What follows belongs to an exercise in optimizing a design on an open flow for small area, a short achievable clock period and few clock cycles; a production flow would make more cautious choices.
Function was checked by simulation only, so behaviour that the tests miss may differ from the original.
Power figures rest on the tool's default switching activity, not on a simulated workload.

===== flow/run.sh =====
#!/bin/bash
# synth_recipe.tcl (not shown) runs the flow's synth.tcl, then flattens the netlist and writes it again
# the make line also repeats each setting of config.mk as NAME=value (left out here)
make -C /OpenROAD-flow-scripts/flow DESIGN_CONFIG=/design/flow/config.mk WORK_HOME=/design/flow/orfs CLKGATE_MAP_FILE= SYNTH_SCRIPT=/design/flow/synth_recipe.tcl finish

===== flow/config.mk =====
export PLATFORM = sky130hd
export DESIGN_NAME = dot_core
export DESIGN_NICKNAME = dot_core
export VERILOG_FILES = /design/flow/design.v
export SDC_FILE = /design/flow/constraint.sdc
export NUM_CORES = 4
export LEC_CHECK = 0
export CAP_MARGIN = 20
export CORE_MARGIN = 2
export CORE_UTILIZATION = 40
export SLEW_MARGIN = 20

===== flow/constraint.sdc =====
create_clock -name core_clock -period 30.0 [get_ports {clk}]
set_input_delay 6.0000 -clock core_clock [delete_from_list [all_inputs] [get_ports {clk}]]
set_output_delay 6.0000 -clock core_clock [all_outputs]
set_load 0.01 [all_outputs]

===== flow/design.v =====
module dot_core (
    input  wire        clk,
    input  wire        rst,           
    input  wire        op_valid,
    output wire        op_ready,
    input  wire [4:0]  op,
    input  wire [7:0]  arg_x,         
    input  wire [7:0]  arg_y,         
    input  wire        arg_state,
    input  wire [7:0]  arg_width,
    input  wire [7:0]  arg_height,
    input  wire [7:0]  arg_rows,      
    input  wire [7:0]  arg_addr,
    input  wire [7:0]  arg_data,
    input  wire [15:0] arg_level,     
    input  wire [7:0]  arg_button,
    input  wire [15:0] arg_fps,
    output reg         done,
    output reg         refused,
    output reg  [31:0] result,
    output wire [7:0]  spr_addr,
    input  wire [7:0]  spr_data,
    input  wire        in_left,
    input  wire        in_right,
    input  wire [31:0] now_ms,
    output reg         din,
    output reg         sclk,
    output reg         cs_n
);
    localparam [4:0] OP_CLEAR      = 5'h01;
    localparam [4:0] OP_FILL       = 5'h02;
    localparam [4:0] OP_SETPIXEL   = 5'h03;
    localparam [4:0] OP_GETPIXEL   = 5'h04;
    localparam [4:0] OP_DRAWSPRITE = 5'h05;
    localparam [4:0] OP_SENDCMD    = 5'h09;
    localparam [4:0] OP_BEGIN      = 5'h0A;
    localparam [4:0] OP_SHOW       = 5'h0B;
    localparam [4:0] OP_SETBRIGHT  = 5'h0C;
    localparam [4:0] OP_UPDATE     = 5'h10;
    localparam [4:0] OP_PRESSED    = 5'h11;
    localparam [4:0] OP_RELEASED   = 5'h12;
    localparam [4:0] OP_HELD       = 5'h13;
    localparam [4:0] OP_CHORD      = 5'h14;
    localparam [4:0] OP_HOLDTIME   = 5'h15;
    localparam [4:0] OP_WAITFRAME  = 5'h18;
    localparam [4:0] OP_FRAMECOUNT = 5'h19;
    localparam [7:0] INTENSITY_DEFAULT = 8'h08;
    localparam [2:0] S_IDLE    = 3'd0;
    localparam [2:0] S_EXEC    = 3'd1;
    localparam [2:0] S_SPRITE  = 3'd2;
    localparam [2:0] S_LOAD    = 3'd3;
    localparam [2:0] S_TX      = 3'd4;
    localparam [2:0] S_WF_DIV  = 3'd5;
    localparam [2:0] S_WF_WAIT = 3'd6;
    reg [2:0] state;
    reg [4:0]  op_q;
    reg [7:0]  x_q, y_q, width_q, height_q, rows_q, addr_q, data_q, button_q;
    reg        state_q;
    reg [15:0] level_q, fps_q;
    reg        inl_q, inr_q;
    reg [31:0] now_q;
    reg [7:0]  fb [0:7];
    reg        curr_left, curr_right, last_left, last_right, chord_latch;
    reg [15:0] left_hold_ms, right_hold_ms;
    reg [31:0] last_sample_ts;
    reg [31:0] last_frame_ts;
    reg [31:0] frame_counter;
    reg [7:0]  sy;
    reg [3:0]  seq_idx;        
    reg [3:0]  seq_last;       
    reg [15:0] tx_word;        
    reg [1:0]  tx_phase;       
    reg [3:0]  tx_bit;         
    reg [1:0]  tx_part;        
    reg [15:0] period_q;
    integer i;
    assign op_ready = (state == S_IDLE);
    assign spr_addr = sy;
    wire signed [7:0] xs = x_q;
    wire signed [7:0] ys = y_q;
    wire        in_range = (xs >= 0) && (xs < 8) && (ys >= 0) && (ys < 8);
    wire [2:0]  xi = x_q[2:0];
    wire [2:0]  yi = y_q[2:0];
    wire signed [15:0] level_s = level_q;
    wire [7:0] bright = (level_s < 0)  ? 8'h00 :
                        (level_s > 15) ? 8'h0F : {4'h0, level_q[3:0]};
    wire signed [9:0] row_pos = $signed({{2{y_q[7]}}, y_q}) + $signed({2'b00, sy});
    wire        row_in = (row_pos >= 0) && (row_pos < 8);
    wire [7:0]  width_mask = (width_q >= 8) ? 8'hFF : ((8'h01 << width_q[2:0]) - 8'h01);
    wire [7:0]  spr_bits = spr_data & width_mask;
    wire [7:0]  neg_x = 8'd0 - x_q;
    wire [7:0]  spr_shifted = xs[7] ? ((neg_x >= 8) ? 8'h00 : (spr_bits >> neg_x[2:0]))
                                    : ((x_q >= 8)   ? 8'h00 : (spr_bits << x_q[2:0]));
    wire [2:0] begin_row = seq_idx[2:0] - 3'd5;    
    reg [15:0] cmd_word;
    always @(*) begin
        cmd_word = 16'h0000;
        case (op_q)
            OP_SENDCMD:   cmd_word = {addr_q, data_q};
            OP_SETBRIGHT: cmd_word = {8'h0A, bright};
            OP_SHOW:      cmd_word = {4'h0, {1'b0, seq_idx[2:0]} + 4'd1, fb[seq_idx[2:0]]};
            OP_BEGIN: begin
                case (seq_idx)
                    4'd0: cmd_word = 16'h0F00;
                    4'd1: cmd_word = 16'h0900;
                    4'd2: cmd_word = 16'h0B07;
                    4'd3: cmd_word = {8'h0A, INTENSITY_DEFAULT};
                    4'd4: cmd_word = 16'h0C01;
                    default: cmd_word = {4'h0, {1'b0, begin_row} + 4'd1, fb[begin_row]};
                endcase
            end
            default:      cmd_word = 16'h0000;
        endcase
    end
    wire chord_now  = curr_left && curr_right;
    wire chord_last = last_left && last_right;
    reg q_pressed, q_released, q_held;
    reg [15:0] q_hold;
    always @(*) begin
        q_pressed = 1'b0; q_released = 1'b0; q_held = 1'b0; q_hold = 16'h0000;
        case (button_q)
            8'd0: begin
                q_pressed  = curr_left && !last_left && !curr_right;
                q_released = last_left && !curr_left && !chord_latch;
                q_held     = curr_left && !curr_right;
                q_hold     = left_hold_ms;
            end
            8'd1: begin
                q_pressed  = curr_right && !last_right && !curr_left;
                q_released = last_right && !curr_right && !chord_latch;
                q_held     = curr_right && !curr_left;
                q_hold     = right_hold_ms;
            end
            8'd2: begin
                q_pressed  = chord_now && !chord_last;
                q_released = chord_last && !chord_now;
                q_held     = chord_now;
            end
            default: ;
        endcase
    end
    wire [31:0] dt = now_q - last_sample_ts;
    wire [31:0] elapsed = now_ms - last_frame_ts;
    always @(posedge clk) begin
        if (rst) begin
            state          <= S_IDLE;
            done           <= 1'b0;
            refused        <= 1'b0;
            result         <= 32'h0;
            curr_left      <= 1'b0;
            curr_right     <= 1'b0;
            last_left      <= 1'b0;
            last_right     <= 1'b0;
            chord_latch    <= 1'b0;
            left_hold_ms   <= 16'h0;
            right_hold_ms  <= 16'h0;
            last_sample_ts <= 32'h0;
            last_frame_ts  <= 32'h0;
            frame_counter  <= 32'h0;
            sy             <= 8'h0;
            seq_idx        <= 4'h0;
            seq_last       <= 4'h0;
            tx_word        <= 16'h0;
            tx_phase       <= 2'd0;
            tx_bit         <= 4'd0;
            tx_part        <= 2'd0;
            period_q       <= 16'h0;
            din            <= 1'b0;
            sclk           <= 1'b1;
            cs_n           <= 1'b1;
        end else begin
            done <= 1'b0;
            case (state)
                S_IDLE: begin
                    if (op_valid) begin
                        op_q     <= op;
                        x_q      <= arg_x;
                        y_q      <= arg_y;
                        state_q  <= arg_state;
                        width_q  <= arg_width;
                        height_q <= arg_height;
                        rows_q   <= arg_rows;
                        addr_q   <= arg_addr;
                        data_q   <= arg_data;
                        level_q  <= arg_level;
                        button_q <= arg_button;
                        fps_q    <= arg_fps;
                        inl_q    <= in_left;
                        inr_q    <= in_right;
                        now_q    <= now_ms;
                        state    <= S_EXEC;
                    end
                end
                S_EXEC: begin
                    state   <= S_IDLE;
                    done    <= 1'b1;
                    refused <= 1'b0;
                    result  <= 32'h0;
                    case (op_q)
                        OP_CLEAR: begin
                            for (i = 0; i < 8; i = i + 1) fb[i] <= 8'h00;
                        end
                        OP_FILL: begin
                            for (i = 0; i < 8; i = i + 1) fb[i] <= {8{state_q}};
                        end
                        OP_SETPIXEL: begin
                            if (in_range) fb[yi][xi] <= state_q;
                        end
                        OP_GETPIXEL: begin
                            result <= {31'h0, in_range ? fb[yi][xi] : 1'b0};
                        end
                        OP_DRAWSPRITE: begin
                            if (width_q > 8 || rows_q < height_q) begin
                                refused <= 1'b1;
                            end else if (height_q != 0) begin
                                done  <= 1'b0;
                                sy    <= 8'h0;
                                state <= S_SPRITE;
                            end
                        end
                        OP_SENDCMD, OP_SETBRIGHT: begin
                            done     <= 1'b0;
                            seq_idx  <= 4'd0;
                            seq_last <= 4'd0;
                            state    <= S_LOAD;
                        end
                        OP_SHOW: begin
                            done     <= 1'b0;
                            seq_idx  <= 4'd0;
                            seq_last <= 4'd7;
                            state    <= S_LOAD;
                        end
                        OP_BEGIN: begin
                            for (i = 0; i < 8; i = i + 1) fb[i] <= 8'h00;
                            curr_left   <= inl_q;
                            curr_right  <= inr_q;
                            last_left   <= inl_q;
                            last_right  <= inr_q;
                            if (inl_q && inr_q)        chord_latch <= 1'b1;
                            else if (!inl_q && !inr_q) chord_latch <= 1'b0;
                            done     <= 1'b0;
                            seq_idx  <= 4'd0;
                            seq_last <= 4'd12;
                            state    <= S_LOAD;
                        end
                        OP_UPDATE: begin
                            last_left      <= curr_left;
                            last_right     <= curr_right;
                            curr_left      <= inl_q;
                            curr_right     <= inr_q;
                            last_sample_ts <= now_q;
                            left_hold_ms   <= inl_q ? left_hold_ms + dt[15:0] : 16'h0;
                            right_hold_ms  <= inr_q ? right_hold_ms + dt[15:0] : 16'h0;
                            if (inl_q && inr_q)        chord_latch <= 1'b1;
                            else if (!inl_q && !inr_q) chord_latch <= 1'b0;
                        end
                        OP_PRESSED:    result <= {31'h0, q_pressed};
                        OP_RELEASED:   result <= {31'h0, q_released};
                        OP_HELD:       result <= {31'h0, q_held};
                        OP_CHORD:      result <= {31'h0, chord_now};
                        OP_HOLDTIME:   result <= {16'h0, q_hold};
                        OP_WAITFRAME: begin
                            if (fps_q == 16'h0) begin
                                refused <= 1'b1;
                            end else begin
                                done  <= 1'b0;
                                state <= S_WF_DIV;
                            end
                        end
                        OP_FRAMECOUNT: result <= frame_counter;
                        default:       refused <= 1'b1;   
                    endcase
                end
                S_SPRITE: begin
                    if (row_in)
                        fb[row_pos[2:0]] <= fb[row_pos[2:0]] | spr_shifted;
                    if (sy == height_q - 8'd1) begin
                        state   <= S_IDLE;
                        done    <= 1'b1;
                        refused <= 1'b0;
                        result  <= 32'h0;
                    end else begin
                        sy <= sy + 8'd1;
                    end
                end
                S_LOAD: begin
                    tx_word  <= cmd_word;
                    tx_part  <= 2'd0;
                    tx_phase <= 2'd0;
                    tx_bit   <= 4'd0;
                    state    <= S_TX;
                end
                S_TX: begin
                    case (tx_part)
                        2'd0: begin
                            cs_n    <= 1'b0;
                            tx_part <= 2'd1;
                        end
                        2'd1: begin
                            case (tx_phase)
                                2'd0: begin
                                    sclk     <= 1'b0;
                                    tx_phase <= 2'd1;
                                end
                                2'd1: begin
                                    din      <= tx_word[15];
                                    tx_phase <= 2'd2;
                                end
                                default: begin
                                    sclk     <= 1'b1;
                                    tx_phase <= 2'd0;
                                    tx_word  <= {tx_word[14:0], 1'b0};
                                    tx_bit   <= tx_bit + 4'd1;
                                    if (tx_bit == 4'd15) tx_part <= 2'd2;
                                end
                            endcase
                        end
                        default: begin
                            cs_n <= 1'b1;
                            if (seq_idx == seq_last) begin
                                state   <= S_IDLE;
                                done    <= 1'b1;
                                refused <= 1'b0;
                                result  <= 32'h0;
                            end else begin
                                seq_idx <= seq_idx + 4'd1;
                                state   <= S_LOAD;
                            end
                        end
                    endcase
                end
                S_WF_DIV: begin
                    period_q <= 16'd1000 / fps_q;
                    state    <= S_WF_WAIT;
                end
                S_WF_WAIT: begin
                    if (elapsed >= {16'h0, period_q}) begin
                        last_frame_ts <= now_ms;
                        frame_counter <= frame_counter + 32'd1;
                        state   <= S_IDLE;
                        done    <= 1'b1;
                        refused <= 1'b0;
                        result  <= 32'h0;
                    end
                end
                default: state <= S_IDLE;
            endcase
        end
    end
endmodule

==> out/qor.yml <==
sta:
  skew_ns: 0.02880
  timing.final.crit_period_ns: 27.42
  timing.slew.headroom: 0.2317
  setup_viol_count_final: 0
  worst_pin_slew_ns: 1.152
  timing.setup.tns_ns: 0
  postLayoutSetupSlackWorst_ns: 2.580
  period_share: 0.9140
  final-max-slew-violation-count: 0
  unrepaired_setup_endpoints_after_global_routing: "no"
  hold_violations: 0
  clock.fmax_mhz: 36.47
outcome:
  result_of_the_run: "finished clean"
synth:
  syn_area_mm2: 0.03116
  synth_sequential_area_ratio: 0.3174
  post_synth_main_area_contributors: "sky130_fd_sc_hd__edfxtp_1, sky130_fd_sc_hd__dfxtp_1, sky130_fd_sc_hd__ha_1, sky130_fd_sc_hd__mux4_2, sky130_fd_sc_hd__nand2_1"
  yosysTopAreaCellShare: 0.1773
  postSynthNetCount: 3970
  post-synth-top-count-cell: "sky130_fd_sc_hd__nand2_1"
  synth_commonest_cells: "sky130_fd_sc_hd__nand2_1, sky130_fd_sc_hd__nor2_1, sky130_fd_sc_hd__a21oi_1"
  synth_enable_flop_cells: 184
  ys.warnings.count: 1
  yosys_register_bits: 402
  synth_largest_area_cell: "sky130_fd_sc_hd__edfxtp_1"
  synth-main-ff-cell: "sky130_fd_sc_hd__dfxtp_1"
  synthCells: 3571
  syn_area_per_cell_um2: 8.727
  synth.distinct_cells: 87
  synth-async-reset-ratio: 0
placement:
  placed_cells_incl_taps: 4672
  portBuffers: 192
  place_congestion: 0.9235
  detailedPlace.worstSlack_ns: 1.509
  dp_hpwl_um: 67300
layout:
  nFillCells: 7497
  finish.net_count: 4088
  flow.area_growth_from_synthesis_pct: 15.11
  final_cell_count_no_fill: 4773
  ratio_of_cells_with_drive_above_1_in_the_final_layout: 0.08150
  postLayoutCoreUtil: 0.4638
die:
  initial_core_util: 0.4029
  boundaryPins: 193
  dieArea_mm2: 0.08015
  die_w_um: 283.1
  dieHeight_um: 283.1
  rows: 102
  fp.coreArea_mm2: 0.07734
clocking:
  ctsRootBufferMaster: "sky130_fd_sc_hd__clkbuf_16"
  cts-buffers-inserted: 49
  clock_sinks: 402
  cts.htree.levels: 2
  clock_input_transition_at_the_sequential_cells_of_the_worst_setup_and_hold_paths_ns: 0.06
  cts_buffer_depth: 3
  worst_skew_pair.late_latency_ns: 0.62
  tritoncts: "built"
  holdBufCountCts: 0
drt:
  wirelength_um: 92040
  via_per_inst: 5.739
  antenna_violating_nets_post_route: 0
  initialDrtViolationCount: 2239
  route.detailed.wl_per_inst_um: 19.28
  drc_errors: 0
  dr_total_vias: 27390
  drt-pass1-iter-count: 6
critical_path:
  crit_end_category: "flip-flop"
  critical_path.startpoint_type: "flip-flop"
  crit_type: "reg -> reg"
  cpPeakStageDelay_ns: 0.53
  timing.critical_path.mode_cell: "sky130_fd_sc_hd__ha_1"
  crit_path_required_time_ns: 30.46
  critical_path.reg2reg.startpoint: "fps_q[11]"
  worst_path_max_fanout: 18
  worst_ep_arrival_time_ns: 27.88
  r2r_end: "period_q[0]"
  reg_to_reg_setup_timing_slack_ns: 2.58
  slowest_library_cell_on_the_worst_path: "sky130_fd_sc_hd__nor4_2"
  rr_worst_depth: 107
pwr:
  worst_ir_drop_vdd_mv: 0.04198
  power.combinational.fraction: 0.122
  cellInternalPower_mw: 1.025
  net-switching-power_uw: 357.8
  static-leakage-power_nw: 13.16
  p_clk_frac: 0.450
  seq_power_share: 0.428
  netSwitchingFraction: 0.2588
  p_per_area_mw_per_mm2: 38.54
worst_hold_path:
  min-delay-start: "period_q[11]"
  hold_path.class: "reg -> reg"
  min_path_cells: 2
  min_delay_worst_endpoint: "period_q[11]"
global_route:
  grt_util_all_layers: 0.2229
  grt_max_degree: 101
  grt_pass1_vias: 26490
  grt_remaining_overflow: 0
  grt_first_pass_wirelength_um: 145300
  antenna_found_initial: 6
flow_run:
  timing.max_cap.violations: 0
-- placed cells by master (no fill, tap or decap), types with 27 or more instances in the layout --
master                            synthesis  routed
sky130_fd_sc_hd__a22oi_1                 45      45
sky130_fd_sc_hd__xor2_1                  53      52
sky130_fd_sc_hd__buf_4                    0      40
sky130_fd_sc_hd__mux2i_1                107     107
sky130_fd_sc_hd__edfxtp_1               184     184
sky130_fd_sc_hd__dfxtp_1                218     218
sky130_fd_sc_hd__nor3_1                 100      97
sky130_fd_sc_hd__mux2_2                  48      48
sky130_fd_sc_hd__o21ai_0                228     227
sky130_fd_sc_hd__nand2b_1               118     118
sky130_fd_sc_hd__ha_1                   247     246
sky130_fd_sc_hd__nor2b_1                 61      61
sky130_fd_sc_hd__o21a_1                  50      49
sky130_fd_sc_hd__a31oi_1                 27      27
sky130_fd_sc_hd__a21o_1                  56      56
sky130_fd_sc_hd__nand2_1                342     342
sky130_fd_sc_hd__xnor2_1                105     105
sky130_fd_sc_hd__and3_1                  29      29
sky130_fd_sc_hd__nor2_1                 302     300
sky130_fd_sc_hd__nand3_1                 90      88
sky130_fd_sc_hd__o31ai_1                 39      38
sky130_fd_sc_hd__clkdlybuf4s50_1          0     191
sky130_fd_sc_hd__o211ai_1                32      32
sky130_fd_sc_hd__clkbuf_16                0      49
sky130_fd_sc_hd__a21oi_1                248     247
sky130_fd_sc_hd__nand4_1                 37      37
sky130_fd_sc_hd__inv_1                  179     176
sky130_fd_sc_hd__mux4_2                  70      70
-- worst max path at each step --
| stage | start | endpoint | slack [ns] | cells past startpoint |
|---|---|---|---|---|
| final | fps_q[11] | period_q[0] | 2.58 | 107 |
| after global routing | fps_q[11] | period_q[0] | 0.02 | 106 |
| after global placement | fps_q[0] | period_q[0] | 2.36 | 107 |
| after detailed placement | fps_q[0] | period_q[0] | 1.51 | 107 |
| after CTS | fps_q[0] | period_q[0] | 1.43 | 107 |
| after floorplan | fps_q[0] | period_q[0] | 5.01 | 113 |
-- layout make-up --
class,count,area [um2],area share
clock inverters,27,344.1,0.009592
clock buffers,65,1336,0.03725
flip-flops and latches,402,9889,0.2757
inverters,181,691.9,0.01929
multi-input cells,2823,20080,0.5596
well taps,1040,1301,0.03627
repair buffers,232,2226,0.06205
diodes,3,7.507,0.0002093
-- critical path: cells and delay by family, from the launching register on --
kind,cells,cell delay [ns]
flip-flops,1,0.46
AO/OA/AOI/OAI,57,14.91
buffers and inverters,5,1.05
adder cells (fa/ha/maj),14,4.61
AND/OR/NAND/NOR,28,5.04
multiplexers,3,1.19
-- per-stage QoR --
stage                     power [mW]  hold slack, ns  instance area [um2]
final                          1.382          0.4526                35870
after global routing           1.437          0.4682                35860
after CTS                      1.395          0.4537                35750
after detailed placement      0.7696          0.4474                34070
after global placement        0.7695          0.4410                34070
after floorplan               0.7117          0.4319                31160
-- power by group through the flow --
stage,clock network [mW],logic [mW],registers (mW)
2_1_floorplan,0,0.113,0.599
3_3_place_gp,0,0.166,0.603
3_5_place_dp,0,0.166,0.603
4_1_cts,0.636,0.167,0.591
5_1_grt,0.658,0.187,0.593
6_report,0.622,0.169,0.592
-- flip-flops by register name, indices dropped and copies added (netlist names), 16 cells and up, named ones only --
name and count:
fb 64, fps_q 16, frame_counter 32, last_frame_ts 32, last_sample_ts 16, left_hold_ms 16
level_q 16, now_q 16, period_q 16, result 32, right_hold_ms 16, tx_word 16
-- cell families after synthesis --
family          count (synthesis)  share of synthesized area
buf+inv                       347                    0.04232
fa+ha+maj                     252                     0.1024
compound gates                939                     0.1938
xor+xnor                      158                    0.04441
mux                           238                     0.1070
simple gates                 1235                     0.1928
flops                         402                     0.3174
-- what timing repair did --
| action | CTS | global route |
|---|---|---|
| buffers inserted | 0 | 5 |
| gates resized for setup | 0 | 13 |
| setup endpoints to repair | 0 | 2 |
-- layer usage --
layer / share of wire / global-route usage / vias to the layer above
li1: - / - / 13430
met1: 0.44 / 0.2914 / 12950
met2: 0.46 / 0.3645 / 818
met3: 0.066 / 0.04557 / 183
met4: 0.036 / 0.07950 / 10
met5: 0.00059 / 0 / -
Testbench counts, summed over its fixed seeds: cycles 113,741.

-- port drivers added, routing unchanged --
How much do the figures lean on ideal ports? The routed layout below was timed once more, with nothing changed but the port constraints.
Step 1, drivers: a clkbuf_16 drives clk and a buf_2 each remaining input, both assumed.
Step 2 adds t to the input delays and takes it off the output delays; t is the mean of the earliest and latest rising clock arrival at the registers after step 1. Input paths then give back, and output paths get back, about the clock's delay inside the block.
Three values: no drivers, after step 1, after step 2; two values: the first two.
t, ns: 0.663
setup slack, ns: 2.580 / 2.580 / 2.580
hold slack, ns: 0.453 / 0.453 / 0.453
worst setup path at the end: register to register
pins driven straight from the clock port: 1
After both steps setup and hold are still met in this run. For this run, drivers alone change the setup slack by 0.000 ns; drivers and shift together by 0.000 ns.
